Background: an optimization exercise with open tools, aiming at small area, a short achievable clock period and few clock cycles per item. Do not read the settings as production practice. Function was checked by simulation only, so behaviour that the tests miss may differ from the original. Power figures rest on the tool's default switching activity, not on a simulated workload.

$ cat design.v
module scan_engine (
    input  wire         clk,
    input  wire         rst,          
    input  wire         load_valid,   
    input  wire [127:0] load_word,
    input  wire         start,        
    input  wire         tick,         
    input  wire [15:0]  in_bits,      
    input  wire [39:0]  ana,          
    input  wire [4:0]   dbg_addr,
    output wire         ready,
    output wire [15:0]  out_bits,
    output reg  [31:0]  dbg_data
);
    localparam NB   = 64;
    localparam NI   = 16;
    localparam NT   = 8;
    localparam MAXC = 16;
    localparam DSTEP = 2;             
    localparam ST_OFF = 2'd0, ST_ON = 2'd1, ST_TIMING = 2'd2;
    localparam O_NOP  = 5'd0,  O_INV  = 5'd1,  O_AND  = 5'd2,  O_NAND = 5'd3,
               O_OR   = 5'd4,  O_NOR  = 5'd5,  O_XOR  = 5'd6,  O_BIST = 5'd7,
               O_BMX2 = 5'd8,  O_BMX4 = 5'd9,  O_CLT  = 5'd10, O_CLE  = 5'd11,
               O_CEQ  = 5'd12, O_CGE  = 5'd13, O_CGT  = 5'd14, O_ADD  = 5'd15,
               O_SUB  = 5'd16, O_MUL  = 5'd17, O_DIV  = 5'd18, O_MOD  = 5'd19,
               O_IMX2 = 5'd20, O_IMX4 = 5'd21, O_ASCL = 5'd22, O_UCNT = 5'd23,
               O_DCNT = 5'd24, O_ASTB = 5'd25, O_MONO = 5'd26, O_VMON = 5'd27,
               O_DLY  = 5'd28, O_VDLY = 5'd29;
    localparam EW = 90;
    localparam NR = MAXC / 2;
    reg [EW-1:0] ringa [0:NR-1];
    reg [EW-1:0] ringb [0:NR-1];
    reg [NB-1:0]    bmem;
    reg [NI*16-1:0] imem;
    reg [NT*32-1:0] tmr;
    reg [15:0]      outlatch;
    reg [4:0] nload;      
    reg       run;        
    reg [4:0] pos;        
    reg [2:0] tsc;        
    reg       ph;         
    reg       phn;        
    reg        dbusy, dpend, dmod;
    reg [39:0] areg;      
    reg [3:0]  dout;
    reg [3:0]  dcnt;
    reg [15:0] dq, dr, dd;
    assign ready    = ~run;
    assign out_bits = outlatch;
    wire go      = ~run & start;                
    wire do_load = ~run & load_valid & ~nload[4];
    wire tick_go = ~run & tick;
    wire [7:0]  w_opc = load_word[7:0];
    reg  [4:0]  w_op;
    always @(*) begin
        case (w_opc)
            8'h01: w_op = O_INV;
            8'h10: w_op = O_AND;
            8'h11: w_op = O_NAND;
            8'h12: w_op = O_OR;
            8'h13: w_op = O_NOR;
            8'h14: w_op = O_XOR;
            8'h20: w_op = O_ADD;
            8'h21: w_op = O_SUB;
            8'h22: w_op = O_MUL;
            8'h23: w_op = O_DIV;
            8'h24: w_op = O_MOD;
            8'h30: w_op = O_BIST;
            8'h40: w_op = O_ASTB;
            8'h50: w_op = O_MONO;
            8'h51: w_op = O_VMON;
            8'h60: w_op = O_DCNT;
            8'h61: w_op = O_UCNT;
            8'h70: w_op = O_DLY;
            8'h71: w_op = O_VDLY;
            8'h80: w_op = O_BMX2;
            8'h81: w_op = O_BMX4;
            8'h90: w_op = O_IMX2;
            8'h91: w_op = O_IMX4;
            8'ha0: w_op = O_ASCL;
            8'hb0: w_op = O_CLT;
            8'hb1: w_op = O_CLE;
            8'hb3: w_op = O_CGE;
            8'hb4: w_op = O_CGT;
            default: w_op = (w_opc[7:4] == 4'hb) ? O_CEQ : O_NOP;
        endcase
    end
    wire [5:0]  w_out = load_word[13:8];
    wire [5:0]  w_a   = load_word[21:16];
    wire [5:0]  w_b   = load_word[29:24];
    wire [5:0]  w_c   = load_word[37:32];
    wire [5:0]  w_d   = load_word[45:40];
    wire [5:0]  w_e   = load_word[53:48];
    wire [5:0]  w_f   = load_word[61:56];
    wire [31:0] w_k1  = load_word[95:64];
    wire [31:0] w_k2  = load_word[127:96];
    wire [63:0] w_k;
    wire w_balt = (w_op == O_UCNT) || (w_op == O_VMON) || (w_op == O_VDLY);
    assign w_k[23:0]  = w_k1[23:0] | {w_f, w_e} |
                        (w_balt ? {w_b, w_a, 12'd0} : {w_d, w_c, 12'd0});
    wire [5:0] w_x1 = (w_op == O_UCNT) ? w_out : w_balt ? w_c : w_a;
    wire [5:0] w_x2 = w_balt ? w_d : w_b;
    assign w_k[47:24] = {w_k2[15:0], w_k1[31:24]};
    assign w_k[63:48] = w_k2[31:16] | ((w_op == O_DCNT) ? w_k1[15:0] : 16'd0);
    wire [EW-1:0] w_ent = {1'b0, ST_OFF, w_k, w_x2, w_x1, w_out, w_op};
    wire          phc  = ph;
    wire [EW-1:0] e    = phc ? ringb[0] : ringa[0];
    wire [4:0]  op     = e[4:0];
    wire [5:0]  f_o    = e[10:5];
    wire [5:0]  f_x1   = e[16:11];
    wire [5:0]  f_x2   = e[22:17];
    wire [63:0] k      = e[86:23];
    wire [1:0]  cur_st = e[88:87];
    wire        cur_pv = e[89];
    wire [31:0] k1     = k[31:0];
    wire [31:0] k2     = k[63:32];
    wire [15:0] cur_count = k[63:48];
    wire [5:0]  f_e    = k[5:0];
    wire [5:0]  f_f    = k[11:6];
    wire [5:0]  f_c    = k[17:12];
    wire [5:0]  f_d    = k[23:18];
    wire [NB-1:0] bv = {bmem[NB-1:16], run ? bmem[15:0] : in_bits};
    wire xe  = bv[f_e];
    wire xf  = bv[f_f];
    wire px1 = bv[f_x1];
    wire px2 = bv[f_x2];
    wire pc  = bv[f_c];
    wire pd  = bv[f_d];
    wire is_balt = (op == O_UCNT) || (op == O_VMON) || (op == O_VDLY);
    wire xa = is_balt ? pc : px1;
    wire xb = is_balt ? pd : px2;
    wire [3:0] qp_idx = f_x1[3:0];
    wire [3:0] qq_idx = f_x2[3:0];
    wire [15:0] ia = imem[{qp_idx, 4'b0} +: 16];
    wire [15:0] ib = imem[{qq_idx, 4'b0} +: 16];
    wire x_imx4 = (op == O_IMX4);
    wire [15:0] yia, yib;
    wire [2:0] tslot = run ? tsc : 3'd0;
    reg  [NT-1:0] tz_all;
    integer j;
    always @(*)
        for (j = 0; j < NT; j = j + 1)
            tz_all[j] = tick_go ? (tmr[j*32 +: 32] <= 32'd1) : (tmr[j*32 +: 32] == 32'd0);
    wire tzero = tz_all[tslot];
    wire rise  = xa & ~cur_pv;
    wire [16:0] add_full = {1'b0, ia} + {1'b0, ib};
    wire [31:0] mul_full = ia * ib;
    reg  [9:0] raw;
    always @(*) begin
        case (f_x1[1:0])
            2'd0: raw = areg[9:0];
            2'd1: raw = areg[19:10];
            2'd2: raw = areg[29:20];
            default: raw = areg[39:30];
        endcase
    end
    wire [31:0] asc_sum = raw * k1 + k2 + 32'd32768;
    wire [15:0] asc_res = asc_sum[31:16];
    reg        bw_en, bw_val;
    reg        iw_en;
    reg [15:0] iw_val;
    reg        tw_en;
    reg [31:0] tw_val;
    reg [1:0]  st_nx;
    reg [15:0] cnt_nx;
    reg        pv_nx;
    reg        is_div, timed;
    reg        rd_p, rd_q, wr_i;
    always @(*) begin
        bw_en  = 1'b0;
        bw_val = 1'b0;
        iw_en  = 1'b0;
        iw_val = 16'd0;
        tw_en  = 1'b0;
        tw_val = 32'd0;
        st_nx  = cur_st;
        cnt_nx = cur_count;
        pv_nx  = cur_pv;
        is_div = 1'b0;
        timed  = 1'b0;
        rd_p   = 1'b0;
        rd_q   = 1'b0;
        wr_i   = 1'b0;
        case (op)
            O_INV:  begin bw_en = 1'b1; bw_val = ~xa; end
            O_AND:  begin bw_en = 1'b1; bw_val = xa & xb; end
            O_NAND: begin bw_en = 1'b1; bw_val = ~(xa & xb); end
            O_OR:   begin bw_en = 1'b1; bw_val = xa | xb; end
            O_NOR:  begin bw_en = 1'b1; bw_val = ~(xa | xb); end
            O_XOR:  begin bw_en = 1'b1; bw_val = xa ^ xb; end
            O_BIST: begin
                if (xa) begin
                    bw_en = 1'b1; bw_val = 1'b1;
                end else if (xb) begin
                    bw_en = 1'b1; bw_val = 1'b0;
                end
            end
            O_BMX2: begin bw_en = 1'b1; bw_val = xe ? px2 : px1; end
            O_BMX4: begin bw_en = 1'b1; bw_val = xf ? (xe ? pd : pc) : (xe ? px2 : px1); end
            O_CLT:  begin bw_en = 1'b1; bw_val = (ia <  ib); rd_p = 1'b1; rd_q = 1'b1; end
            O_CLE:  begin bw_en = 1'b1; bw_val = (ia <= ib); rd_p = 1'b1; rd_q = 1'b1; end
            O_CEQ:  begin bw_en = 1'b1; bw_val = (ia == ib); rd_p = 1'b1; rd_q = 1'b1; end
            O_CGE:  begin bw_en = 1'b1; bw_val = (ia >= ib); rd_p = 1'b1; rd_q = 1'b1; end
            O_CGT:  begin bw_en = 1'b1; bw_val = (ia >  ib); rd_p = 1'b1; rd_q = 1'b1; end
            O_ADD:  begin
                iw_en = 1'b1; rd_p = 1'b1; rd_q = 1'b1; wr_i = 1'b1;
                iw_val = add_full[16] ? 16'hffff : add_full[15:0];
            end
            O_SUB:  begin
                iw_en = 1'b1; rd_p = 1'b1; rd_q = 1'b1; wr_i = 1'b1;
                iw_val = (ia >= ib) ? (ia - ib) : 16'd0;
            end
            O_MUL:  begin
                iw_en = 1'b1; rd_p = 1'b1; rd_q = 1'b1; wr_i = 1'b1;
                iw_val = (mul_full[31:16] != 16'd0) ? 16'hffff : mul_full[15:0];
            end
            O_DIV, O_MOD: begin
                rd_p = 1'b1; rd_q = 1'b1; wr_i = 1'b1;
                if (ib == 16'd0 || ia < ib) begin
                    iw_en  = 1'b1;
                    iw_val = (op == O_MOD) ? ia : (ib == 16'd0) ? 16'hffff : 16'd0;
                end else
                    is_div = 1'b1;
            end
            O_IMX2: begin
                iw_en = 1'b1; rd_p = 1'b1; rd_q = 1'b1; wr_i = 1'b1;
                iw_val = xe ? ib : ia;
            end
            O_IMX4: begin
                iw_en = 1'b1; rd_p = 1'b1; rd_q = 1'b1; wr_i = 1'b1;
                iw_val = xf ? (xe ? yib : yia) : (xe ? ib : ia);
            end
            O_ASCL: begin
                iw_en = 1'b1; wr_i = 1'b1;
                iw_val = asc_res;
            end
            O_ASTB: begin
                timed = 1'b1;
                pv_nx = xa;
                if (rise) begin
                    st_nx = ST_ON; bw_en = 1'b1; bw_val = 1'b1;
                    tw_en = 1'b1;  tw_val = k1;
                end else if (xa) begin
                    if (tzero) begin
                        if (cur_st == ST_ON) begin
                            st_nx = ST_OFF; bw_en = 1'b1; bw_val = 1'b0;
                            tw_en = 1'b1;   tw_val = k2;
                        end else begin
                            st_nx = ST_ON; bw_en = 1'b1; bw_val = 1'b1;
                            tw_en = 1'b1;  tw_val = k1;
                        end
                    end
                end else if (cur_st == ST_ON) begin
                    st_nx = ST_OFF; bw_en = 1'b1; bw_val = 1'b0;
                end
            end
            O_MONO, O_VMON: begin
                timed = 1'b1;
                pv_nx = xa;
                rd_p  = (op == O_VMON);
                if (rise) begin
                    st_nx = ST_ON; bw_en = 1'b1; bw_val = 1'b1;
                    tw_en = 1'b1;
                    tw_val = (op == O_VMON) ? {16'd0, ia} : k1;    
                end else if (cur_st == ST_ON && tzero) begin
                    st_nx = ST_OFF; bw_en = 1'b1; bw_val = 1'b0;
                end
            end
            O_DCNT: begin
                pv_nx = xa;
                if (xb) begin
                    bw_en = 1'b1; bw_val = 1'b0; cnt_nx = k1[15:0];
                end else if (rise) begin
                    if (cur_count != 16'd0) cnt_nx = cur_count - 16'd1;
                    if (cur_count <= 16'd1) begin
                        bw_en = 1'b1; bw_val = 1'b1;
                    end
                end
            end
            O_UCNT: begin
                pv_nx = xa; rd_p = 1'b1; wr_i = 1'b1;
                if (xb) begin
                    iw_en = 1'b1; iw_val = 16'd0;
                end else if (rise && ia != 16'hffff) begin
                    iw_en = 1'b1; iw_val = ia + 16'd1;
                end
            end
            O_DLY, O_VDLY: begin
                timed = 1'b1;
                pv_nx = xa;
                rd_p  = (op == O_VDLY);
                rd_q  = (op == O_VDLY);
                if (xb) begin
                    bw_en = 1'b1; bw_val = 1'b0; st_nx = ST_OFF;
                end else if (cur_st == ST_OFF) begin
                    if (rise) begin
                        tw_en = 1'b1; tw_val = (op == O_VDLY) ? {16'd0, ia} : k1;
                        st_nx = ST_TIMING;
                    end
                end else if (cur_st == ST_TIMING) begin
                    if (tzero) begin
                        bw_en = 1'b1; bw_val = 1'b1;
                        tw_en = 1'b1; tw_val = (op == O_VDLY) ? {16'd0, ib} : k2;
                        st_nx = ST_ON;
                    end
                end else begin
                    if (tzero && !xa) begin
                        bw_en = 1'b1; bw_val = 1'b0; st_nx = ST_OFF;
                    end
                end
            end
            default: ;
        endcase
    end
    wire [EW-1:0] ey    = phn ? ringb[0] : ringa[0];
    wire [4:0]  y_op    = ey[4:0];
    wire [5:0]  y_o     = ey[10:5];
    wire [5:0]  y_x1    = ey[16:11];
    wire [5:0]  y_x2    = ey[22:17];
    wire [5:0]  y_e     = ey[28:23];
    wire [5:0]  y_f     = ey[34:29];
    wire [5:0]  y_c     = ey[40:35];
    wire [5:0]  y_d     = ey[46:41];
    wire y_bit  = (y_op >= O_INV) && (y_op <= O_BMX4);      
    wire y_cmp  = (y_op >= O_CLT) && (y_op <= O_CGT);
    wire y_ar   = (y_op == O_ADD) || (y_op == O_SUB);
    wire y_imx  = (y_op == O_IMX2);
    wire y_ok   = (y_op == O_NOP) || y_bit || y_cmp || y_ar || y_imx;
    wire y_wi   = y_ar || y_imx;                             
    wire y_ri   = y_cmp || y_ar || y_imx;                    
    wire ye = bv[y_e];
    wire yf = bv[y_f];
    wire y_bmx = (y_op == O_BMX2) || (y_op == O_BMX4);
    wire [5:0] yp1_idx = (y_bmx && ye) ? y_x2 : y_x1;
    wire [5:0] yp2_idx = (y_op == O_BMX4) ? (ye ? y_d : y_c) : y_x2;
    wire ya = bv[yp1_idx];
    wire yb = bv[yp2_idx];
    wire [3:0] yqp_idx = x_imx4 ? f_c[3:0] : y_x1[3:0];
    wire [3:0] yqq_idx = x_imx4 ? f_d[3:0] : y_x2[3:0];
    assign yia = imem[{yqp_idx, 4'b0} +: 16];
    assign yib = imem[{yqq_idx, 4'b0} +: 16];
    wire [16:0] y_sum  = {1'b0, yia} + {1'b0, yib};
    wire [16:0] y_diff = {1'b0, yia} - {1'b0, yib};
    reg        ybw_en, ybw_val;
    reg [15:0] yiw_val;
    always @(*) begin
        ybw_en  = 1'b0;
        ybw_val = 1'b0;
        yiw_val = 16'd0;
        case (y_op)
            O_INV:  begin ybw_en = 1'b1; ybw_val = ~ya; end
            O_AND:  begin ybw_en = 1'b1; ybw_val = ya & yb; end
            O_NAND: begin ybw_en = 1'b1; ybw_val = ~(ya & yb); end
            O_OR:   begin ybw_en = 1'b1; ybw_val = ya | yb; end
            O_NOR:  begin ybw_en = 1'b1; ybw_val = ~(ya | yb); end
            O_XOR:  begin ybw_en = 1'b1; ybw_val = ya ^ yb; end
            O_BIST: begin
                if (ya) begin
                    ybw_en = 1'b1; ybw_val = 1'b1;
                end else if (yb) begin
                    ybw_en = 1'b1; ybw_val = 1'b0;
                end
            end
            O_BMX2: begin ybw_en = 1'b1; ybw_val = ya; end
            O_BMX4: begin ybw_en = 1'b1; ybw_val = yf ? yb : ya; end
            O_CLT:  begin ybw_en = 1'b1; ybw_val = y_diff[16]; end
            O_CLE:  begin ybw_en = 1'b1; ybw_val = y_diff[16] | (yia == yib); end
            O_CEQ:  begin ybw_en = 1'b1; ybw_val = (yia == yib); end
            O_CGE:  begin ybw_en = 1'b1; ybw_val = ~y_diff[16]; end
            O_CGT:  begin ybw_en = 1'b1; ybw_val = ~y_diff[16] & (yia != yib); end
            O_ADD:  yiw_val = y_sum[16] ? 16'hffff : y_sum[15:0];
            O_SUB:  yiw_val = y_diff[16] ? 16'd0 : y_diff[15:0];
            O_IMX2: yiw_val = ye ? yib : yia;
            default: ;
        endcase
    end
    reg x_wb;
    always @(*)
        case (op)
            O_INV, O_AND, O_NAND, O_OR, O_NOR, O_XOR, O_BIST, O_BMX2, O_BMX4,
            O_CLT, O_CLE, O_CEQ, O_CGE, O_CGT, O_ASTB, O_MONO, O_VMON,
            O_DCNT, O_DLY, O_VDLY: x_wb = 1'b1;
            default: x_wb = 1'b0;
        endcase
    wire dep_b = x_wb & ((y_bit & ((f_o == y_x1) | (f_o == y_x2) | (f_o == y_e) |
                                   (f_o == y_f) | (f_o == y_c) | (f_o == y_d))) |
                         (y_imx & ((f_o == y_e) | (f_o == y_f))));
    wire dep_i = wr_i & ((y_ri & ((f_o[3:0] == y_x1[3:0]) | (f_o[3:0] == y_x2[3:0]))) |
                         (is_div & y_wi & (f_o[3:0] == y_o[3:0])));
    wire dact  = dbusy | dpend;
    wire stall = (~run & (op == O_ASCL)) | dact & (is_div |
                         (x_imx4 && (f_c[3:0] == dout || f_d[3:0] == dout)) |
                         (rd_p && qp_idx == dout) |
                         (rd_q && qq_idx == dout) |
                         (wr_i && f_o[3:0] == dout));
    wire exec  = go | (run & ~pos[4]);
    wire adv   = exec & ~stall;
    wire launch = adv & is_div;
    wire y_dhaz = dact & ((y_ri & ((y_x1[3:0] == dout) | (y_x2[3:0] == dout))) |
                          (y_wi & (y_o[3:0] == dout)));
    wire dual = adv & ~x_imx4 & y_ok & ~dep_b & ~dep_i & ~y_dhaz & (pos != 5'd15);
    wire rota = do_load ? ~nload[0] : (adv & ~phc) | (dual & phc);
    wire rotb = do_load ?  nload[0] : (adv &  phc) | (dual & ~phc);
    wire        eiw_en  = adv & iw_en;
    wire dlast  = dbusy & (dcnt == 16 / DSTEP - 1);
    wire dfree  = ~eiw_en;
    wire dwrite = (dpend | dlast) & dfree;
    wire div_idle_after = ~launch & ((~dbusy & ~dpend) | dwrite);
    wire last_adv = adv & ((pos == 5'd15) | (dual & (pos == 5'd14)));
    wire run_nx = go | (run & ~((last_adv | pos[4]) & div_idle_after));
    function [16:0] ks_sub;
        input [16:0] a;
        input [16:0] b;
        reg [16:0] x, gg, pp;
        reg [17:0] c;
        integer n, dst;
        begin
            x  = a ^ ~b;
            gg = a & ~b;
            pp = a | ~b;
            for (dst = 1; dst < 17; dst = dst * 2)
                for (n = 16; n >= dst; n = n - 1) begin
                    gg[n] = gg[n] | (pp[n] & gg[n-dst]);
                    pp[n] = pp[n] & pp[n-dst];
                end
            c[0] = 1'b1;
            for (n = 0; n < 17; n = n + 1)
                c[n+1] = gg[n] | pp[n];
            ks_sub = {c[17], x[15:0] ^ c[15:0]};
        end
    endfunction
    reg [15:0] sq, sr;
    reg [16:0] ssh, sdf;
    integer s;
    always @(*) begin
        sq = dq;
        sr = dr;
        for (s = 0; s < DSTEP; s = s + 1) begin
            ssh = {sr, sq[15]};
            sdf = ks_sub(ssh, {1'b0, dd});
            sr  = sdf[16] ? sdf[15:0] : ssh[15:0];
            sq  = {sq[14:0], sdf[16]};
        end
    end
    wire [EW-1:0] e_upd = {pv_nx, st_nx,
                           (op == O_DCNT) ? cnt_nx : e[86:71],
                           e[70:0]};
    integer i;
    always @(posedge clk) begin
        if (rota) begin
            for (i = 0; i < NR - 1; i = i + 1)
                ringa[i] <= ringa[i+1];
            ringa[NR-1] <= do_load ? w_ent : phn ? e_upd : ringa[0];
        end
        if (rotb) begin
            for (i = 0; i < NR - 1; i = i + 1)
                ringb[i] <= ringb[i+1];
            ringb[NR-1] <= do_load ? w_ent : phn ? ringb[0] : e_upd;
        end
        if (rst)
            for (i = 0; i < NR; i = i + 1) begin
                ringa[i][4:0] <= O_NOP;
                ringb[i][4:0] <= O_NOP;
            end
    end
    always @(posedge clk) begin
        if (rst) begin
            bmem     <= {NB{1'b0}};
            imem     <= {NI*16{1'b0}};
            tmr      <= {NT*32{1'b0}};
            outlatch <= 16'd0;
            nload    <= 5'd0;
            run      <= 1'b0;
            pos      <= 5'd0;
            tsc      <= 3'd0;
            ph       <= 1'b0;
            phn      <= 1'b1;
            dbusy    <= 1'b0;
            dpend    <= 1'b0;
        end else begin
            run <= run_nx;
            if (do_load) begin
                nload <= nload + 5'd1;
                ph    <= ~ph;
                phn   <= ph;
            end
            if (go) begin
                areg       <= ana;
                outlatch   <= bmem[31:16];
                bmem[15:0] <= in_bits;
            end
            if (tick_go)
                for (i = 0; i < NT; i = i + 1)
                    if (tmr[i*32 +: 32] != 32'd0)
                        tmr[i*32 +: 32] <= tmr[i*32 +: 32] - 32'd1;
            if (go) pos <= {3'd0, dual, adv & ~dual};
            else if (adv) pos <= pos + {3'd0, dual, ~dual};
            if (go | adv) begin
                ph  <= phc ^ (adv & ~dual);
                phn <= ~(phc ^ (adv & ~dual));
            end
            if (go | adv) tsc <= tslot + {2'd0, adv & timed};
            if (adv) begin
                if (bw_en) bmem[f_o] <= bw_val;
                if (dual & ybw_en) bmem[y_o] <= ybw_val;
                if (iw_en) imem[{f_o[3:0], 4'b0} +: 16] <= iw_val;
                if (dual & y_wi) imem[{y_o[3:0], 4'b0} +: 16] <= yiw_val;
                if (tw_en) tmr[{tslot, 5'b0} +: 32] <= tw_val;
            end
            if (launch) begin
                dbusy <= 1'b1;
                dq    <= ia;
                dr    <= 16'd0;
                dd    <= ib;
                dcnt  <= 4'd0;
                dmod  <= (op == O_MOD);
                dout  <= f_o[3:0];
            end else if (dbusy) begin
                dq   <= sq;
                dr   <= sr;
                dcnt <= dcnt + 4'd1;
                if (dlast) begin
                    dbusy <= 1'b0;
                    dpend <= ~dfree;
                end
            end
            if (dwrite) begin
                imem[{dout, 4'b0} +: 16] <= dpend ? (dmod ? dr : dq) : (dmod ? sr : sq);
                dpend <= 1'b0;
            end
        end
    end
    always @(*) begin
        dbg_data = 32'd0;
        if (dbg_addr == 5'd0)
            dbg_data = bmem[31:0];
        else if (dbg_addr == 5'd1)
            dbg_data = bmem[63:32];
        else if (dbg_addr[4:3] == 2'b01)
            dbg_data = tmr[{dbg_addr[2:0], 5'b0} +: 32];
        else if (dbg_addr[4] == 1'b1)
            dbg_data = {16'd0, imem[{dbg_addr[3:0], 4'b0} +: 16]};
    end
endmodule
$ cat flow/run.sh
#!/bin/bash
# Layout flow: the standard ORFS flow, with one synthesis change:
# Yosys's full/half-adder extraction (ADDER_MAP_FILE) is skipped, so that
# ABC maps all combinational logic, adders included, for delay.
# Registers are untouched by this change.
set -euo pipefail
bash standard.sh ADDER_MAP_FILE= finish > flow_make.log 2>&1
$ cat standard.sh
#!/bin/bash
# synth_recipe.tcl (not shown) runs the flow's synth.tcl, then flattens the netlist and writes it again
# the make line also repeats each setting of config.mk as NAME=value (left out here)
make -C /OpenROAD-flow-scripts/flow DESIGN_CONFIG=/design/flow/config.mk WORK_HOME=/design/flow/orfs CLKGATE_MAP_FILE= SYNTH_SCRIPT=/design/flow/synth_recipe.tcl "${@:-finish}"
$ cat config.mk
export PLATFORM = sky130hd
export DESIGN_NAME = scan_engine
export DESIGN_NICKNAME = scan_engine
export VERILOG_FILES = /design/flow/design.v
export SDC_FILE = /design/flow/constraint.sdc
export NUM_CORES = 4
export LEC_CHECK = 0
export CAP_MARGIN = 20
export CORE_MARGIN = 2
export CORE_UTILIZATION = 45
export SETUP_SLACK_MARGIN = 5
export SLEW_MARGIN = 20
$ cat constraint.sdc
create_clock -name core_clock -period 15.0 [get_ports {clk}]
set_input_delay 3.0000 -clock core_clock [delete_from_list [all_inputs] [get_ports {clk}]]
set_output_delay 3.0000 -clock core_clock [all_outputs]
set_load 0.01 [all_outputs]
==> flow_metrics.py, run 1 <==
metrics = {
    "synth": {
        "ys.flop_type": "edfxtp_1",
        "yosysTopAreaCellShare_pct": 31.59,
        "synth_cell_type_count": 137,
        "synth_edf_count": 1457,
        "yosysWarnings": 3,
        "synthCells": 14050,
        "yosys-top-cells-count": "1491 x nand2_1, 1461 x nor2_1, 1457 x edfxtp_1",
        "yosysSeqAreaShare_pct": 41.56,
        "syn_area_per_cell_um2": 9.859,
        "async_flop_share_pct": 0,
        "synth_seq_cells": 2147,
        "netlist_area_um2": 138500,
        "yosys.cell_count.top_type": "nand2_1",
        "synth.largest_area_cell": "edfxtp_1",
        "synthTopCellsByArea": "edfxtp_1 32%, dfxtp_1 10%, mux4_2 6.2%, xnor2_1 4.8%, nand2_1 4.0%",
        "synthesis.nets": 14240,
    },
    "sta": {
        "setup_ws_ns": 4.966,
        "fmax_mhz": 99.66,
        "timing.final.max_slew_violations": 0,
        "skew_ns": 0.07213,
        "rsz0062_at_grt": "yes",
        "worst_slew_pin_slew_ns": 1.362,
        "fin_crit_sh_pct": 66.89,
        "fin_crit_ns": 10.03,
        "hold_ws_ns": 0.3731,
        "hold_viol_final": 0,
        "relSlewSlack_pct": 9.192,
        "setup_tns_ns": 0,
        "setup_violations": 0,
    },
    "clocking": {
        "clk_latency_ns": 0.97,
        "cts_root_buffer": "clkbuf_16",
        "clk_pin_slew_ns": 0.06,
        "cts_tree": "yes",
        "clockBufferDepth": 4,
        "htreeDepth": 4,
        "numClockSinks": 2147,
        "hold_buffers": 0,
        "cts_made_buffers": 229,
    },
    "floorplan": {
        "die-area_um2": 312200,
        "rows": 203,
        "die_h_um": 558.8,
        "initial_utilization_pct": 45.25,
        "core_um2": 306100,
        "die_w_um": 558.8,
        "boundaryPins": 243,
    },
    "critical_path": {
        "path_buf_inv": 1,
        "critPathMaxFanout": 14,
        "cp_data_arrival_time_ns": 10.92,
        "crit_type": "in2reg",
        "end_kind": "flip-flop",
        "start_kind": "input port",
        "cpMostUsedCell": "a21oi_1",
        "crit_chain": "clkdlybuf4s50_1, mux2_2, nor2_1, a211oi_1, nor3_1, a311oi_1, a31oi_1, o211ai_1, o21ai_0, mux2_2, nand2b_1, a31oi_1, nand2b_1, a221o_1, nand3_1, a21oi_1, nor2_1, a21oi_1, o21ai_0, a21oi_1",
        "cp_slowest_cell": "a21oi_1",
        "required_ns": 15.88,
        "critPathTopFamily": "compound AO/OA/AOI/OAI gates",
        "cpPeakStageDelay_ns": 1.20,
    },
    "power_and_ir_drop": {
        "p_total_mw": 43.56,
        "ir_worst_vdd_mv": 0.9426,
        "power.leakage_nw": 54.68,
        "power-per-cell-area_nw_per_um2": 274.7,
    },
    "route": {
        "vias": 126700,
        "routed_wl_mm": 633.4,
        "drt_iter0_drc": 19910,
        "wl_per_cell_um": 34.15,
        "dr.pass1.iters": 9,
        "detail-route-antenna-nets": 0,
        "viasPerCell": 6.833,
        "drc": 0,
    },
    "status": {
        "status": "complete, no violations",
    },
    "final_layout": {
        "drive_gt1_share_pct": 16.05,
        "areaGrowthSynthToFinish_pct": 14.51,
        "nNetsFinal": 14410,
        "num-fill-cells": 27880,
        "design_area_um2": 158600,
        "fin_util_pct": 51.81,
        "fin_cells": 18540,
    },
    "placement": {
        "place_area_um2": 147100,
        "dpl.hpwl_mm": 441.0,
        "portBuffers": 228,
        "placed_cells": 17920,
        "place_congestion": 1.114,
        "dp_slack_ns": 2.202,
    },
    "job": {
        "maxCapViolCount": 0,
    },
    "global_route": {
        "antenna_found_initial": 52,
        "grt_pass1_vias": 114600,
        "grt_max_degree": 153,
        "overflow": 0,
        "grt_pass1_wl_mm": 877.2,
        "grt_use_total_pct": 39.39,
    },
    "min_path": {
        "min_path_type": "reg2reg",
    },
}
==> layer usage <==
metal	GRT usage, %	wire length (µm)	vias to the layer above
li1	-	-	53490
met1	50.28	240800	61880
met2	52.83	245700	8885
met3	16.79	88860	2414
met4	27.91	57220	52
met5	1.822	752	-
==> layout by cell type (no fill, tap or decap), types with 78 or more instances in the layout <==
cell type        count
a311oi_1            83
nor2b_1            106
inv_1              139
a211oi_1           348
o22ai_1            246
a22oi_1            142
clkdlybuf4s50_1    224
a21oi_1            841
o211ai_1           137
clkbuf_16          235
mux2_2             184
nor2_1            1425
nor3_1             299
nand2_1           1475
o21ai_0            706
and3_1              81
xor2_1             311
o221ai_1           148
o21a_1              78
nand2b_1            94
a31oi_1             86
edfxtp_1          1457
mux2i_1            338
xnor2_1            726
dfxtp_1            687
buf_4              630
nor4_1              82
mux4_2             384
a221oi_1           175
nand3_1            233
maj3_1             334
and2_1             109
==> cell type report <==
cell class | instances | area (µm²) | area share, %
clock inverter | 111 | 1271 | 0.8016
inverter | 161 | 661.9 | 0.4174
tap | 4100 | 5130 | 3.235
timing repair buffer | 965 | 8921 | 5.625
antenna | 44 | 110.1 | 0.06943
sequential | 2147 | 57570 | 36.30
multi-input combinational | 10720 | 78650 | 49.60
clock buffer | 301 | 6265 | 3.950
==> worst paths after layout <==
check	start	end	slack, ns	cells after the start
worst max-delay path	in_bits[15]	imem[34]	4.97	20
worst min-delay path	ringb[3][70]	ringb[2][70]	0.37	0
worst max register to register	ph	imem[165]	4.99	36
worst min register to register	ringb[3][70]	ringb[2][70]	0.37	0
==> logic make-up after synthesis <==
| logic type | after synthesis | synth area share [%] |
|---|---|---|
| simple gates | 4391 | 14.21 |
| mux | 989 | 10.89 |
| flops | 2147 | 41.56 |
| fa+ha+maj | 355 | 2.578 |
| buf+inv | 1189 | 3.622 |
| xor+xnor | 1209 | 8.865 |
| compound gates | 3767 | 18.27 |
==> state kept, by name, indices dropped and copies added, names as in the netlist, 3 cells and up <==
name / cells
ringa: 720
ringb: 720
imem: 256
tmr: 256
bmem: 64
areg: 40
dd: 16
dq: 16
dr: 16
outlatch: 16
nload: 5
pos: 5
dcnt: 4
dout: 4
tsc: 3
==> power by group <==
| group | total (mW) | leakage (nW) | switching, mW | internal (mW) |
|---|---|---|---|---|
| Sequential | 8.25 | 20.1 | 0.480 | 7.77 |
| Combinational | 29.5 | 30.9 | 18.6 | 11.0 |
| Clock | 5.79 | 3.68 | 2.51 | 3.29 |
| Total | 43.6 | 54.7 | 21.5 | 22.0 |
==> timing repair <==
action | in CTS | in global routing
endpoints found under the setup margin | 2102 | 1295
hold endpoints to repair | 0 | 0
pin swaps | 29 | 54
setup buffers | 86 | 62
cloned | 9 | 3
gates resized for setup | 226 | 239
Testbench counts, summed over its fixed seeds: cycles 175,791, scans 15,360.
==> run 2: changes to the inputs <==
--- a/design.v
+++ b/design.v
@@ -133,6 +133,12 @@
     wire [3:0] qq_idx = f_x2[3:0];
-    wire [15:0] ia = imem[{qp_idx, 4'b0} +: 16];
-    wire [15:0] ib = imem[{qq_idx, 4'b0} +: 16];
+    wire [15:0] ia_a = imem[{ringa[0][14:11], 4'b0} +: 16];
+    wire [15:0] ib_a = imem[{ringa[0][20:17], 4'b0} +: 16];
+    wire [15:0] ia_b = imem[{ringb[0][14:11], 4'b0} +: 16];
+    wire [15:0] ib_b = imem[{ringb[0][20:17], 4'b0} +: 16];
+    wire [15:0] ia = phc ? ia_b : ia_a;
+    wire [15:0] ib = phc ? ib_b : ib_a;
+    wire [15:0] ic = imem[{f_c[3:0], 4'b0} +: 16];
+    wire [15:0] id = imem[{f_d[3:0], 4'b0} +: 16];
     wire x_imx4 = (op == O_IMX4);
-    wire [15:0] yia, yib;
+    wire x_dm   = (op == O_DIV) || (op == O_MOD);
     wire [2:0] tslot = run ? tsc : 3'd0;
@@ -146,3 +152,15 @@
     wire [16:0] add_full = {1'b0, ia} + {1'b0, ib};
-    wire [31:0] mul_full = ia * ib;
+    wire [16:0] mul_lo = ia * ib;
+    reg  [15:0] ia_sfx;                   
+    reg         mul_big;
+    integer m;
+    always @(*) begin
+        ia_sfx[15] = ia[15];
+        for (m = 14; m >= 0; m = m - 1)
+            ia_sfx[m] = ia_sfx[m+1] | ia[m];
+        mul_big = 1'b0;
+        for (m = 1; m < 16; m = m + 1)
+            mul_big = mul_big | (ib[m] & ia_sfx[16-m]);
+    end
+    wire mul_ovf = mul_big | mul_lo[16];
     reg  [9:0] raw;
@@ -214,3 +232,3 @@
                 iw_en = 1'b1; rd_p = 1'b1; rd_q = 1'b1; wr_i = 1'b1;
-                iw_val = (mul_full[31:16] != 16'd0) ? 16'hffff : mul_full[15:0];
+                iw_val = mul_ovf ? 16'hffff : mul_lo[15:0];
             end
@@ -230,3 +248,3 @@
                 iw_en = 1'b1; rd_p = 1'b1; rd_q = 1'b1; wr_i = 1'b1;
-                iw_val = xf ? (xe ? yib : yia) : (xe ? ib : ia);
+                iw_val = xf ? (xe ? id : ic) : (xe ? ib : ia);
             end
@@ -327,5 +345,8 @@
     wire y_imx  = (y_op == O_IMX2);
-    wire y_ok   = (y_op == O_NOP) || y_bit || y_cmp || y_ar || y_imx;
-    wire y_wi   = y_ar || y_imx;                             
-    wire y_ri   = y_cmp || y_ar || y_imx;                    
+    wire y_mul  = (y_op == O_MUL);
+    wire y_dm   = (y_op == O_DIV) || (y_op == O_MOD);
+    wire y_ok   = (y_op == O_NOP) || y_bit || y_cmp || y_ar || y_imx || y_mul ||
+                  (y_dm && y_dfast);
+    wire y_wi   = y_ar || y_imx || y_mul || y_dm;            
+    wire y_ri   = y_cmp || y_ar || y_imx || y_mul || y_dm;   
     wire ye = bv[y_e];
@@ -337,8 +358,19 @@
     wire yb = bv[yp2_idx];
-    wire [3:0] yqp_idx = x_imx4 ? f_c[3:0] : y_x1[3:0];
-    wire [3:0] yqq_idx = x_imx4 ? f_d[3:0] : y_x2[3:0];
-    assign yia = imem[{yqp_idx, 4'b0} +: 16];
-    assign yib = imem[{yqq_idx, 4'b0} +: 16];
+    wire [15:0] yia = phn ? ia_b : ia_a;
+    wire [15:0] yib = phn ? ib_b : ib_a;
     wire [16:0] y_sum  = {1'b0, yia} + {1'b0, yib};
     wire [16:0] y_diff = {1'b0, yia} - {1'b0, yib};
+    wire        y_dfast = (yib == 16'd0) || y_diff[16];
+    wire [16:0] ymul_lo = yia * yib;
+    reg  [15:0] yia_sfx;
+    reg         ymul_big;
+    always @(*) begin
+        yia_sfx[15] = yia[15];
+        for (m = 14; m >= 0; m = m - 1)
+            yia_sfx[m] = yia_sfx[m+1] | yia[m];
+        ymul_big = 1'b0;
+        for (m = 1; m < 16; m = m + 1)
+            ymul_big = ymul_big | (yib[m] & yia_sfx[16-m]);
+    end
+    wire ymul_ovf = ymul_big | ymul_lo[16];
     reg        ybw_en, ybw_val;
@@ -373,2 +405,5 @@
             O_IMX2: yiw_val = ye ? yib : yia;
+            O_MUL:  yiw_val = ymul_ovf ? 16'hffff : ymul_lo[15:0];
+            O_DIV:  yiw_val = (yib == 16'd0) ? 16'hffff : 16'd0;
+            O_MOD:  yiw_val = yia;
             default: ;
@@ -388,5 +423,5 @@
     wire dep_i = wr_i & ((y_ri & ((f_o[3:0] == y_x1[3:0]) | (f_o[3:0] == y_x2[3:0]))) |
-                         (is_div & y_wi & (f_o[3:0] == y_o[3:0])));
+                         (x_dm & y_wi & (f_o[3:0] == y_o[3:0])));
     wire dact  = dbusy | dpend;
-    wire stall = (~run & (op == O_ASCL)) | dact & (is_div |
+    wire stall = (~run & (op == O_ASCL)) | dact & (x_dm |
                          (x_imx4 && (f_c[3:0] == dout || f_d[3:0] == dout)) |
@@ -400,3 +435,3 @@
                           (y_wi & (y_o[3:0] == dout)));
-    wire dual = adv & ~x_imx4 & y_ok & ~dep_b & ~dep_i & ~y_dhaz & (pos != 5'd15);
+    wire dual = adv & y_ok & ~dep_b & ~dep_i & ~y_dhaz & (pos != 5'd15);
     wire rota = do_load ? ~nload[0] : (adv & ~phc) | (dual & phc);
==> flow/run.sh (replaced) <==
#!/bin/bash
# Layout flow: the standard ORFS flow (standard.sh) with two changes:
#  - Yosys's full/half-adder extraction (ADDER_MAP_FILE) is skipped, so
#    that ABC maps all combinational logic, adders included, for delay;
#  - timing repair aims at a setup slack of 6.5 ns at the design's clock
#    period instead of config.mk's 5 ns.
# Registers are untouched by either change.  The make output goes to
# flow_make.log; ORFS keeps each step's log under orfs/logs.
set -euo pipefail
bash standard.sh ADDER_MAP_FILE= SETUP_SLACK_MARGIN=6.5 finish > flow_make.log 2>&1
==> run 2 against run 1 <==
Against the previous run: register-to-register slack improved by 1.4 ns; routed wire length increased by 1.0%; non-clock buffer count is 201 higher; clock skew rose by 0.019 ns; sequential cell count unchanged; largest cell class unchanged.
==> flow_metrics.py, run 2 <==
metrics = {
    "status": {
        "status": "complete, no violations",
    },
    "critical_path": {
        "critPathTopFamily": "multiplexers",
        "crit_end": "dbg_data[5]",
        "cp_data_arrival_time_ns": 5.85,
        "end_kind": "primary output",
        "worstSetupPathDepth": 8,
        "crit_chain": "buf_16, buf_4, buf_16, mux4_2, mux4_2, a222oi_1, a21oi_2, buf_2",
        "crit_type": "in2out",
        "r2r-end": "imem[102]",
        "critPathLaunch": "dbg_addr[0]",
        "critPathMaxFanout": 6,
        "rr_startpoint": "ph",
        "start_kind": "input port",
        "rrSetupSlack_ns": 6.39,
        "cpPeakStageDelay_ns": 0.75,
        "path_buf_inv": 4,
        "required_ns": 12.00,
        "r2r_cells": 30,
        "cp_slowest_cell": "a222oi_1",
    },
    "power_and_ir_drop": {
        "power.leakage_nw": 57.28,
        "ir_worst_vdd_mv": 1.132,
        "power-per-cell-area_nw_per_um2": 244.9,
    },
    "final_layout": {
        "drive_gt1_share_pct": 18.66,
        "fin_cells": 18650,
        "areaGrowthSynthToFinish_pct": 16.79,
        "nNetsFinal": 14500,
        "num-fill-cells": 27930,
        "final_common_cell": "nor2_1",
        "final_cell_mix": "1625 x nor2_1, 1457 x edfxtp_1, 1262 x nand2_1",
        "fin_util_pct": 52.94,
        "design_area_um2": 163800,
        "multi_input_comb_area_um2": 80710,
        "register_area_um2": 57570,
        "largest_registers": "ringa x720, ringb x720",
    },
    "route": {
        "detail-route-antenna-nets": 0,
        "wl_per_cell_um": 34.30,
        "drc": 0,
        "dr.pass1.iters": 22,
        "viasPerCell": 6.784,
        "drt_iter0_drc": 19320,
        "routed_wl_mm": 639.7,
        "vias": 126500,
    },
    "floorplan": {
        "rows": 204,
        "core_um2": 309400,
        "die_h_um": 562.3,
        "initial_utilization_pct": 45.33,
        "die_w_um": 562.3,
        "boundaryPins": 243,
        "die-area_um2": 316100,
    },
    "synth": {
        "yosys.cell_count.top_type": "nor2_1",
        "netlist_area_um2": 140200,
        "yosys-top-cells-count": "1676 x nor2_1, 1457 x edfxtp_1, 1282 x nand2_1",
        "yosysTopAreaCellShare_pct": 31.20,
        "synthCells": 13940,
        "synth_seq_cells": 2147,
        "async_flop_share_pct": 0,
        "synthTopCellsByArea": "edfxtp_1 31%, dfxtp_1 9.8%, mux4_2 9.6%, xnor2_1 5.0%, nor2_1 4.5%",
        "yosysSeqAreaShare_pct": 41.05,
        "synth_cell_type_count": 117,
        "synth_edf_count": 1457,
        "yosysWarnings": 3,
        "syn_area_per_cell_um2": 10.06,
        "synth.largest_area_cell": "edfxtp_1",
        "ys.flop_type": "edfxtp_1",
        "synthesis.nets": 14130,
    },
    "sta": {
        "worst_slew_pin_slew_ns": 1.272,
        "fin_crit_sh_pct": 59.03,
        "setup_ws_ns": 6.145,
        "setup_violations": 0,
        "setup_tns_ns": 0,
        "timing.final.max_slew_violations": 0,
        "hold_viol_final": 0,
        "rsz0062_at_grt": "yes",
        "relSlewSlack_pct": 14.33,
        "fin_crit_ns": 8.855,
        "skew_ns": 0.09102,
        "fmax_mhz": 112.9,
    },
    "clocking": {
        "clockBufferDepth": 4,
        "numClockSinks": 2147,
        "clk_pin_slew_ns": 0.06,
        "cts_root_buffer": "clkbuf_16",
        "htreeDepth": 4,
        "cts_tree": "yes",
        "clk_latency_ns": 0.98,
        "cts_made_buffers": 231,
        "hold_buffers": 0,
    },
    "placement": {
        "placed_cells": 17770,
        "place_congestion": 1.089,
        "dp_slack_ns": 4.003,
        "place_area_um2": 148400,
        "dpl.hpwl_mm": 433.1,
        "portBuffers": 228,
    },
    "min_path": {
        "min_path_type": "reg2reg",
    },
    "global_route": {
        "overflow": 0,
        "grt_pass1_vias": 112700,
        "antenna_found_initial": 49,
        "grt_max_degree": 119,
        "grt_use_total_pct": 38.41,
        "grt_pass1_wl_mm": 868.9,
    },
    "job": {
        "maxCapViolCount": 0,
    },
}
run 2: cell count changes after synthesis, moves of 73 or more:
cell | previous run | this run
o22ai_1 | 258 | 162
nand2_1 | 1491 | 1282
mux2i_1 | 403 | 497
a22oi_1 | 147 | 42
mux4_2 | 384 | 597
a211oi_1 | 359 | 470
o211ai_1 | 137 | 64
nor2_1 | 1461 | 1676
inv_1 | 144 | 223
run 2: logic make-up (layout without fill, tap and decap cells):
family                     after synthesis  in the layout  share of synthesized area (%)
buffers and inverters                 1277           1825                          3.679
adders and majority gates              372            372                          2.670
xor gates and xnor gates              1253           1253                          8.775
other                                    0             31                              0
and+or+nand+nor                       4250           4256                          13.35
AOI/OAI and AO/OA                     3359           3360                          15.85
DFF                                   2147           2147                          41.05
muxes                                 1280           1286                          14.63
run 2: worst min path at each step:
| stage | start | endpoint | slack [ns] | depth (start not counted) |
|---|---|---|---|---|
| detailed placement | ringa[1][15] | ringa[0][15] | 0.40 | 0 |
| global placement | ringb[4][74] | ringb[3][74] | 0.40 | 0 |
| finish | ringb[6][74] | ringb[5][74] | 0.37 | 0 |
| floorplan | ringa[1][10] | ringa[0][10] | 0.40 | 0 |
| global route | ringb[6][79] | ringb[5][79] | 0.37 | 0 |
| CTS | ringb[6][74] | ringb[5][74] | 0.36 | 0 |
run 2: timing repair:
item,CTS,global route
cloned,27,29
endpoints found under the setup margin,1980,1315
buffers inserted,145,225
resized for setup,372,340
pin swaps,36,100
run 2: final cells by class:
type	count	share of cell area, %
Clock buffer	279	3.733
Inverter	236	0.5599
Multi-Input combinational cell	10530	49.28
Tap cell	4120	3.147
Timing Repair Buffer	1166	7.153
Clock inverter	144	0.9312
Sequential cell	2147	35.15
Antenna cell	31	0.04736
run 2: report_power, final:
group / switching, mW / leakage, nW / total [mW] / internal, mW
logic: 16.6 / 33.7 / 26.1 / 9.49
clock network: 2.54 / 3.74 / 5.87 / 3.32
registers: 0.444 / 19.8 / 8.12 / 7.68
total: 19.6 / 57.3 / 40.1 / 20.5
run 2: layer usage:
| metal | part of all wire [%] | routed length (µm) | global-route usage, % | vias up |
|---|---|---|---|---|
| met3 | 14 | 87680 | 14.57 | 2719 |
| li1 | - | - | - | 53190 |
| met2 | 40 | 256400 | 54.12 | 9131 |
| met5 | 0.072 | 460 | 0.4066 | - |
| met4 | 10 | 64150 | 29.04 | 35 |
| met1 | 36 | 231100 | 47.51 | 61450 |
run 2: metrics by stage:
stage	hold slack (ns)	power, mW
floorplan	0.4003	24.70
global placement	0.4001	31.04
detailed placement	0.4045	31.23
CTS	0.3597	37.50
global route	0.3730	41.98
finish	0.3696	40.12
Testbench counts of run 2, summed over its fixed seeds: cycles 160,675, scans 15,360.
==> run 3: changes to the inputs <==
--- a/design.v
+++ b/design.v
@@ -347,13 +347,14 @@
     wire y_dm   = (y_op == O_DIV) || (y_op == O_MOD);
-    wire y_ok   = (y_op == O_NOP) || y_bit || y_cmp || y_ar || y_imx || y_mul ||
-                  (y_dm && y_dfast);
-    wire y_wi   = y_ar || y_imx || y_mul || y_dm;            
-    wire y_ri   = y_cmp || y_ar || y_imx || y_mul || y_dm;   
-    wire ye = bv[y_e];
-    wire yf = bv[y_f];
-    wire y_bmx = (y_op == O_BMX2) || (y_op == O_BMX4);
-    wire [5:0] yp1_idx = (y_bmx && ye) ? y_x2 : y_x1;
-    wire [5:0] yp2_idx = (y_op == O_BMX4) ? (ye ? y_d : y_c) : y_x2;
-    wire ya = bv[yp1_idx];
-    wire yb = bv[yp2_idx];
+    wire y_tmd  = (y_op == O_ASTB) || (y_op == O_MONO) || (y_op == O_VMON) ||
+                  (y_op == O_DLY) || (y_op == O_VDLY);
+    wire y_cnt  = (y_op == O_UCNT) || (y_op == O_DCNT);
+    wire y_balt = (y_op == O_UCNT) || (y_op == O_VMON) || (y_op == O_VDLY);
+    wire ye  = bv[y_e];
+    wire yf  = bv[y_f];
+    wire ypx1 = bv[y_x1];
+    wire ypx2 = bv[y_x2];
+    wire ypc  = bv[y_c];
+    wire ypd  = bv[y_d];
+    wire ya = y_balt ? ypc : ypx1;
+    wire yb = y_balt ? ypd : ypx2;
     wire [15:0] yia = phn ? ia_b : ia_a;
@@ -362,3 +363,3 @@
     wire [16:0] y_diff = {1'b0, yia} - {1'b0, yib};
-    wire        y_dfast = (yib == 16'd0) || y_diff[16];
+    wire        y_dfast = (yib == 16'd0) || (yia == 16'd0);
     wire [16:0] ymul_lo = yia * yib;
@@ -375,4 +376,23 @@
     wire ymul_ovf = ymul_big | ymul_lo[16];
+    wire y_ok   = (y_op == O_NOP) || y_bit || y_cmp || y_ar || y_imx || y_mul ||
+                  (y_dm && y_dfast) || y_tmd || y_cnt;
+    wire y_wi   = y_ar || y_imx || y_mul || y_dm || (y_op == O_UCNT);   
+    wire y_ri   = y_cmp || y_ar || y_imx || y_mul || y_dm || y_balt;    
+    wire y_rb   = y_bit || y_imx || y_tmd || y_cnt;                     
+    wire [31:0] y_k1     = ey[54:23];
+    wire [31:0] y_k2     = ey[86:55];
+    wire [15:0] y_count  = ey[86:71];
+    wire [1:0]  y_st     = ey[88:87];
+    wire        y_pv     = ey[89];
+    wire [2:0]  ytslot   = tslot + {2'd0, timed};
+    wire        ytzero   = tz_all[ytslot];
+    wire        yrise    = ya & ~y_pv;
     reg        ybw_en, ybw_val;
+    reg        yiw_en;
     reg [15:0] yiw_val;
+    reg        ytw_en;
+    reg [31:0] ytw_val;
+    reg [1:0]  yst_nx;
+    reg [15:0] ycnt_nx;
+    reg        ypv_nx;
     always @(*) begin
@@ -380,3 +400,9 @@
         ybw_val = 1'b0;
+        yiw_en  = y_wi & (y_op != O_UCNT);
         yiw_val = 16'd0;
+        ytw_en  = 1'b0;
+        ytw_val = 32'd0;
+        yst_nx  = y_st;
+        ycnt_nx = y_count;
+        ypv_nx  = y_pv;
         case (y_op)
@@ -395,4 +421,4 @@
             end
-            O_BMX2: begin ybw_en = 1'b1; ybw_val = ya; end
-            O_BMX4: begin ybw_en = 1'b1; ybw_val = yf ? yb : ya; end
+            O_BMX2: begin ybw_en = 1'b1; ybw_val = ye ? ypx2 : ypx1; end
+            O_BMX4: begin ybw_en = 1'b1; ybw_val = yf ? (ye ? ypd : ypc) : (ye ? ypx2 : ypx1); end
             O_CLT:  begin ybw_en = 1'b1; ybw_val = y_diff[16]; end
@@ -408,2 +434,71 @@
             O_MOD:  yiw_val = yia;
+            O_ASTB: begin
+                ypv_nx = ya;
+                if (yrise) begin
+                    yst_nx = ST_ON; ybw_en = 1'b1; ybw_val = 1'b1;
+                    ytw_en = 1'b1;  ytw_val = y_k1;
+                end else if (ya) begin
+                    if (ytzero) begin
+                        if (y_st == ST_ON) begin
+                            yst_nx = ST_OFF; ybw_en = 1'b1; ybw_val = 1'b0;
+                            ytw_en = 1'b1;   ytw_val = y_k2;
+                        end else begin
+                            yst_nx = ST_ON; ybw_en = 1'b1; ybw_val = 1'b1;
+                            ytw_en = 1'b1;  ytw_val = y_k1;
+                        end
+                    end
+                end else if (y_st == ST_ON) begin
+                    yst_nx = ST_OFF; ybw_en = 1'b1; ybw_val = 1'b0;
+                end
+            end
+            O_MONO, O_VMON: begin
+                ypv_nx = ya;
+                if (yrise) begin
+                    yst_nx = ST_ON; ybw_en = 1'b1; ybw_val = 1'b1;
+                    ytw_en = 1'b1;
+                    ytw_val = (y_op == O_VMON) ? {16'd0, yia} : y_k1;
+                end else if (y_st == ST_ON && ytzero) begin
+                    yst_nx = ST_OFF; ybw_en = 1'b1; ybw_val = 1'b0;
+                end
+            end
+            O_DCNT: begin
+                ypv_nx = ya;
+                if (yb) begin
+                    ybw_en = 1'b1; ybw_val = 1'b0; ycnt_nx = y_k1[15:0];
+                end else if (yrise) begin
+                    if (y_count != 16'd0) ycnt_nx = y_count - 16'd1;
+                    if (y_count <= 16'd1) begin
+                        ybw_en = 1'b1; ybw_val = 1'b1;
+                    end
+                end
+            end
+            O_UCNT: begin
+                ypv_nx = ya;
+                if (yb) begin
+                    yiw_en = 1'b1; yiw_val = 16'd0;
+                end else if (yrise && yia != 16'hffff) begin
+                    yiw_en = 1'b1; yiw_val = yia + 16'd1;
+                end
+            end
+            O_DLY, O_VDLY: begin
+                ypv_nx = ya;
+                if (yb) begin
+                    ybw_en = 1'b1; ybw_val = 1'b0; yst_nx = ST_OFF;
+                end else if (y_st == ST_OFF) begin
+                    if (yrise) begin
+                        ytw_en = 1'b1; ytw_val = (y_op == O_VDLY) ? {16'd0, yia} : y_k1;
+                        yst_nx = ST_TIMING;
+                    end
+                end else if (y_st == ST_TIMING) begin
+                    if (ytzero) begin
+                        ybw_en = 1'b1; ybw_val = 1'b1;
+                        ytw_en = 1'b1; ytw_val = (y_op == O_VDLY) ? {16'd0, yib} : y_k2;
+                        yst_nx = ST_ON;
+                    end
+                end else begin
+                    if (ytzero && !ya) begin
+                        ybw_en = 1'b1; ybw_val = 1'b0; yst_nx = ST_OFF;
+                    end
+                end
+            end
             default: ;
@@ -419,5 +514,4 @@
         endcase
-    wire dep_b = x_wb & ((y_bit & ((f_o == y_x1) | (f_o == y_x2) | (f_o == y_e) |
-                                   (f_o == y_f) | (f_o == y_c) | (f_o == y_d))) |
-                         (y_imx & ((f_o == y_e) | (f_o == y_f))));
+    wire dep_b = x_wb & y_rb & ((f_o == y_x1) | (f_o == y_x2) | (f_o == y_e) |
+                                (f_o == y_f) | (f_o == y_c) | (f_o == y_d));
     wire dep_i = wr_i & ((y_ri & ((f_o[3:0] == y_x1[3:0]) | (f_o[3:0] == y_x2[3:0]))) |
@@ -482,2 +576,5 @@
                            e[70:0]};
+    wire [EW-1:0] ey_upd = {ypv_nx, yst_nx,
+                            (y_op == O_DCNT) ? ycnt_nx : ey[86:71],
+                            ey[70:0]};
     integer i;
@@ -487,3 +584,3 @@
                 ringa[i] <= ringa[i+1];
-            ringa[NR-1] <= do_load ? w_ent : phn ? e_upd : ringa[0];
+            ringa[NR-1] <= do_load ? w_ent : phn ? e_upd : ey_upd;
         end
@@ -492,3 +589,3 @@
                 ringb[i] <= ringb[i+1];
-            ringb[NR-1] <= do_load ? w_ent : phn ? ringb[0] : e_upd;
+            ringb[NR-1] <= do_load ? w_ent : phn ? ey_upd : e_upd;
         end
@@ -536,3 +633,3 @@
             end
-            if (go | adv) tsc <= tslot + {2'd0, adv & timed};
+            if (go | adv) tsc <= tslot + {2'd0, adv & timed} + {2'd0, dual & y_tmd};
             if (adv) begin
@@ -541,4 +638,5 @@
                 if (iw_en) imem[{f_o[3:0], 4'b0} +: 16] <= iw_val;
-                if (dual & y_wi) imem[{y_o[3:0], 4'b0} +: 16] <= yiw_val;
+                if (dual & yiw_en) imem[{y_o[3:0], 4'b0} +: 16] <= yiw_val;
                 if (tw_en) tmr[{tslot, 5'b0} +: 32] <= tw_val;
+                if (dual & ytw_en) tmr[{ytslot, 5'b0} +: 32] <= ytw_val;
             end
==> run 3 against run 2 <==
Against the previous run: routed wire length rose by 26%; power grew 27%; sequential power increased by 1%; global-route usage grew 6.9 points; clock power increased by 4.3%; count of clock-buffer cells in the layout up 17; sequential cell count unchanged; critical path depth grew 1; register-to-register slack lost 0.16 ns; utilization grew 0.21 points; largest power group unchanged.
==> flow_metrics.py, run 3 <==
metrics = {
    "final_layout": {
        "final_cell_mix": "1824 x nand2_1, 1598 x nor2_1, 1457 x edfxtp_1",
        "largest_registers": "ringa x720, ringb x720",
        "num-fill-cells": 30330,
        "multi_input_comb_area_um2": 91330,
        "final_common_cell": "nand2_1",
        "register_area_um2": 57580,
        "areaGrowthSynthToFinish_pct": 17.71,
        "nNetsFinal": 16490,
        "drive_gt1_share_pct": 18.22,
    },
    "route": {
        "dr.pass1.iters": 14,
        "drc": 0,
        "drt_iter0_drc": 24740,
        "viasPerCell": 7.029,
        "routed_wl_mm": 805.8,
        "vias": 147300,
        "wl_per_cell_um": 38.44,
        "detail-route-antenna-nets": 0,
    },
    "synth": {
        "ys.flop_type": "edfxtp_1",
        "syn_area_per_cell_um2": 9.437,
        "yosys-top-cells-count": "1842 x nand2_1, 1666 x nor2_1, 1457 x edfxtp_1",
        "synth_seq_cells": 2147,
        "async_flop_share_pct": 0,
        "yosysTopAreaCellShare_pct": 29.10,
        "synthTopCellsByArea": "edfxtp_1 29%, dfxtp_1 9.2%, mux4_2 7.1%, xnor2_1 4.8%, nand2_1 4.6%",
        "synthCells": 15930,
        "yosys.cell_count.top_type": "nand2_1",
        "synthesis.nets": 16130,
        "synth_edf_count": 1457,
        "synth_cell_type_count": 120,
        "synth.largest_area_cell": "edfxtp_1",
        "netlist_area_um2": 150300,
        "yosysSeqAreaShare_pct": 38.29,
        "yosysWarnings": 3,
    },
    "clocking": {
        "hold_buffers": 0,
        "clk_pin_slew_ns": 0.06,
        "cts_root_buffer": "clkbuf_16",
        "htreeDepth": 4,
        "clockBufferDepth": 4,
        "numClockSinks": 2147,
        "cts_tree": "yes",
        "cts_made_buffers": 234,
        "clk_latency_ns": 1.04,
    },
    "critical_path": {
        "critPathMaxFanout": 6,
        "critPathTopFamily": "compound AO/OA/AOI/OAI gates",
        "end_kind": "primary output",
        "rrSetupSlack_ns": 6.23,
        "crit_type": "in2out",
        "cp_data_arrival_time_ns": 6.01,
        "r2r-end": "imem[208]",
        "required_ns": 12.00,
        "worstSetupPathDepth": 9,
        "r2r_cells": 21,
        "path_buf_inv": 5,
        "cp_slowest_cell": "a222oi_1",
        "cpPeakStageDelay_ns": 0.96,
        "rr_startpoint": "phn",
        "crit_chain": "clkbuf_16, buf_12, buf_16, buf_12, mux4_2, mux4_2, a222oi_1, a21oi_1, buf_2",
        "start_kind": "input port",
    },
    "floorplan": {
        "die-area_um2": 338700,
        "initial_utilization_pct": 45.16,
        "core_um2": 332900,
        "boundaryPins": 243,
        "rows": 212,
        "die_w_um": 582.0,
        "die_h_um": 582.0,
    },
    "global_route": {
        "overflow": 0,
        "grt_pass1_vias": 130800,
        "grt_max_degree": 183,
        "grt_pass1_wl_mm": 1076,
        "grt_use_total_pct": 45.31,
        "antenna_found_initial": 82,
    },
    "sta": {
        "hold_ws_ns": 0.3543,
        "skew_ns": 0.1440,
        "relSlewSlack_pct": 5.571,
        "setup_violations": 0,
        "worst_slew_pin_slew_ns": 1.416,
        "rsz0062_at_grt": "yes",
        "fin_crit_sh_pct": 60.06,
        "hold_viol_final": 0,
        "fmax_mhz": 111.0,
        "setup_tns_ns": 0,
        "setup_ws_ns": 5.991,
        "fin_crit_ns": 9.009,
        "timing.final.max_slew_violations": 0,
    },
    "min_path": {
        "holdPathEnd": "ringa[6][23]",
        "min_path_type": "reg2reg",
        "hold_depth": 0,
        "hp-start": "ringa[7][23]",
    },
    "placement": {
        "dp_slack_ns": 3.954,
        "dpl.hpwl_mm": 554.1,
        "place_congestion": 1.098,
        "portBuffers": 228,
    },
    "power_and_ir_drop": {
        "ir_worst_vdd_mv": 1.357,
        "power-per-cell-area_nw_per_um2": 288.9,
        "power.leakage_nw": 62.00,
    },
    "status": {
        "status": "complete, no violations",
    },
    "job": {
        "maxCapViolCount": 0,
    },
}
[run 3: cell types whose count changed in the layout (fill, tap and decap cells not counted), sizes merged, moves of 172 or more]
cell,before,now
a21oi,892,1154
o22ai,162,334
o21ai,706,879
nand2,1283,1842
a211oi,472,278
a22oi,42,219
[run 3: per-layer routing]
layer  up-vias  GRT usage [%]  part of all wire (%)
met1     71560          55.20                    36
met4        42          41.21                    12
met2     11410          61.54                    39
li1      60860              -                     -
met5         -         0.6662                 0.094
met3      3469          17.17                    14
[run 3: cell families after synthesis]
logic type,share of synthesized area [%]
buf+inv,3.825
compound gates,18.86
fa+ha+maj,2.480
xor+xnor,8.672
flops,38.29
simple gates,14.96
mux,12.91
[run 3: worst max-delay path by stage]
stage | from | end | slack, ns
floorplan | dbg_addr[0] | dbg_data[24] | 6.22
global placement | ringa[0][20] | imem[247] | 4.05
detailed placement | ringa[0][20] | imem[47] | 3.95
CTS | dbg_addr[0] | dbg_data[0] | 6.18
global route | dbg_addr[0] | dbg_data[0] | 6.17
finish | dbg_addr[0] | dbg_data[4] | 5.99
[run 3: repair_timing]
item,4_1_cts,5_1_grt
gates resized for setup,520,451
buffers inserted,168,184
gates cloned,43,24
setup endpoints to repair,1611,917
pin swaps,81,117
[run 3: power breakdown]
part | internal, mW | leakage [nW] | total [mW] | switching (mW)
Combinational | 13.4 | 38.0 | 36.8 | 23.4
Sequential | 7.75 | 20.1 | 8.23 | 0.476
Clock | 3.47 | 3.88 | 6.12 | 2.65
Total | 24.6 | 62.0 | 51.1 | 26.5
[run 3: layout make-up]
| type | instances | area share [%] |
|---|---|---|
| timing repair buffer | 1325 | 7.665 |
| sequential | 2147 | 32.53 |
| antenna | 76 | 0.1075 |
| clock inverter | 142 | 0.9361 |
| inverter | 202 | 0.4596 |
| tap | 4387 | 3.102 |
| clock buffer | 296 | 3.585 |
| multi-input combinational | 12390 | 51.61 |
[run 3: per-stage QoR]
step	cells	util, %	power, mW	area (µm²)
after floorplan	15930	-	29.85	150400
after global placement	20020	47.97	39.37	159700
after detailed placement	20020	47.98	39.63	159700
after CTS	20670	51.85	47.79	172600
after global routing	20910	53.12	53.26	176800
final	20960	53.16	51.12	177000
Testbench counts of run 3, summed over its fixed seeds: cycles 145,117, scans 15,360.
==> run 4: changes to the inputs <==
--- a/design.v
+++ b/design.v
@@ -665,12 +665,12 @@
     end
+    reg [31:0] dsel;
+    integer q;
     always @(*) begin
-        dbg_data = 32'd0;
-        if (dbg_addr == 5'd0)
-            dbg_data = bmem[31:0];
-        else if (dbg_addr == 5'd1)
-            dbg_data = bmem[63:32];
-        else if (dbg_addr[4:3] == 2'b01)
-            dbg_data = tmr[{dbg_addr[2:0], 5'b0} +: 32];
-        else if (dbg_addr[4] == 1'b1)
-            dbg_data = {16'd0, imem[{dbg_addr[3:0], 4'b0} +: 16]};
+        for (q = 0; q < 32; q = q + 1)
+            dsel[q] = (dbg_addr == q);
+        dbg_data = ({32{dsel[0]}} & bmem[31:0]) | ({32{dsel[1]}} & bmem[63:32]);
+        for (q = 0; q < NT; q = q + 1)
+            dbg_data = dbg_data | ({32{dsel[8+q]}} & tmr[q*32 +: 32]);
+        for (q = 0; q < NI; q = q + 1)
+            dbg_data = dbg_data | {16'd0, {16{dsel[16+q]}} & imem[q*16 +: 16]};
     end
==> run 4 against run 3 <==
Against the previous run: now fails the layout checks on capacitance limit; clock power shrank 2%; sequential cell count unchanged; register-to-register slack worse by 0.11 ns; die area down 0.11%; count of clock-buffer cells in the layout is 7 lower; largest power group unchanged.
==> flow_metrics.py, run 4 <==
metrics = {
    "critical_path": {
        "r2r_cells": 26,
        "cp_data_arrival_time_ns": 9.76,
        "critPathMaxFanout": 18,
        "start_kind": "flip-flop",
        "rrSetupSlack_ns": 6.12,
    },
    "synth": {
        "synthCells": 15990,
        "synth.largest_area_cell": "edfxtp_1",
        "yosysSeqAreaShare_pct": 38.33,
        "yosysWarnings": 3,
        "synth_edf_count": 1457,
        "synth_seq_cells": 2147,
        "netlist_area_um2": 150200,
        "synthesis.nets": 16180,
        "yosysTopAreaCellShare_pct": 29.13,
        "synthTopCellsByArea": "edfxtp_1 29%, dfxtp_1 9.2%, xnor2_1 5.2%, mux4_2 4.4%, nand2_1 4.3%",
        "yosys-top-cells-count": "1718 x nand2_1, 1683 x nor2_1, 1457 x edfxtp_1",
    },
    "status": {
        "failed_checks": "capacitance limit",
        "status": "finished with violations",
    },
    "sta": {
        "fin_crit_ns": 8.885,
        "timing.final.max_slew_violations": 3,
        "relSlewSlack_pct": -4.788,
        "fin_crit_sh_pct": 59.23,
        "rsz0062_at_grt": "yes",
        "setup_tns_ns": 0,
    },
    "route": {
        "detail-route-antenna-nets": 0,
        "viasPerCell": 7.293,
        "drt_iter0_drc": 26740,
        "drc": 0,
        "wl_per_cell_um": 42.45,
    },
    "min_path": {
        "min_path_type": "reg2reg",
    },
    "global_route": {
        "grt_pass1_vias": 133300,
        "grt_use_total_pct": 50.21,
        "overflow": 0,
    },
    "power_and_ir_drop": {
        "ir_worst_vdd_mv": 0.7410,
    },
    "floorplan": {
        "rows": 212,
        "die-area_um2": 338400,
        "core_um2": 332900,
        "boundaryPins": 243,
    },
    "job": {
        "maxCapViolCount": 1,
    },
    "clocking": {
        "clk_pin_slew_ns": 0.07,
        "numClockSinks": 2147,
        "cts_root_buffer": "clkbuf_16",
        "clockBufferDepth": 4,
        "cts_tree": "yes",
    },
    "placement": {
        "portBuffers": 228,
        "dpl.hpwl_mm": 642.9,
    },
    "final_layout": {
        "nNetsFinal": 16560,
        "drive_gt1_share_pct": 18.06,
        "areaGrowthSynthToFinish_pct": 17.05,
    },
}
-- run 4: cell families (layout without fill, tap and decap cells) --
family	after synthesis	after routing	share of synthesized area, %
compound gates	4531	4533	20.48
xor+xnor	1316	1316	8.636
fa+ha+maj	340	340	2.289
buf+inv	1431	1988	4.485
flops	2147	2147	38.33
mux	1142	1149	10.54
other cells	0	127	0
simple gates	5078	5082	15.24
-- run 4: power by group --
part	switching (mW)	internal (mW)	leakage [nW]	total, mW
sequential	0.796	7.81	19.9	8.61
combinational	22.2	11.5	37.2	33.7
clock	2.61	3.40	3.76	6.01
-- run 4: what timing repair did --
item                       4_1_cts  5_1_grt
buffers inserted               144      174
resized for setup              482      487
setup endpoints to repair     1508     1078
gates cloned                    18       23
pin swaps                       58      103
-- run 4: worst paths after layout --
check	endpoint
setup / recovery	imem[81]
hold / removal	ringa[1][23]
setup reg to reg	imem[81]
hold reg to reg	ringa[1][23]
-- run 4: per-stage QoR --
| step | setup slack, ns | std cells | power [mW] | instance area [µm²] | hold WS [ns] |
|---|---|---|---|---|---|
| final | 6.115 | 21070 | 48.35 | 175800 | 0.3699 |
| after global routing | 6.224 | 20970 | 49.86 | 175500 | 0.3666 |
| after CTS | 6.469 | 20730 | 45.50 | 170900 | 0.3751 |
| after detailed placement | 3.858 | 20150 | 38.47 | 159300 | 0.4045 |
| after global placement | 3.894 | 20140 | 38.15 | 159200 | 0.4001 |
| after floorplan | 6.423 | 15990 | 29.52 | 150200 | 0.4003 |
-- run 4: worst max-delay path, cell delays in order, from the launching register on --
cell,delay [ns]
edfxtp_1,0.37
buf_12,0.22
clkbuf_16,0.29
mux4_2,0.53
mux2_4,0.38
mux2_2,0.46
and2_1,0.27
maj3_1,0.38
mux2i_2,1.18
xnor2_1,0.49
xnor3_2,0.56
nand2_1,0.09
a2111oi_0,0.06
a31oi_1,0.25
o31ai_4,0.14
o221a_4,0.32
o221ai_4,0.26
o211ai_2,0.15
xnor2_2,0.38
and3_4,0.32
buf_12,0.13
a21oi_1,0.07
a2111oi_2,0.33
buf_6,0.26
clkinvlp_4,0.28
a221oi_1,0.37
a221oi_1,0.12
-- run 4: layout make-up --
cell class	count	area (µm²)	area share [%]
clock buffer	289	6171	3.511
antenna	127	317.8	0.1808
inverter	241	975.9	0.5552
multi-input combinational	12420	90730	51.62
timing repair buffer	1322	12850	7.308
sequential	2147	57580	32.76
tap	4387	5489	3.123
clock inverter	136	1668	0.9488
-- run 4: metal layers --
layer	global-route usage, %	share of wire (%)	vias to the layer above
met1	58.92	35	74560
met5	2.169	0.23	-
met3	23.76	15	4352
met2	66.85	38	13270
met4	46.11	12	94
li1	-	-	61380
Testbench counts of run 4, summed over its fixed seeds: cycles 145,117, scans 15,360.

Setup slack of run 4, layout unchanged: 6.115 ns with ideal ports, 6.115 ns with driving cells assumed (clock clkbuf_16, inputs buf_2), 5.214 ns with port delays also shifted by the 1.143 ns mid clock arrival.
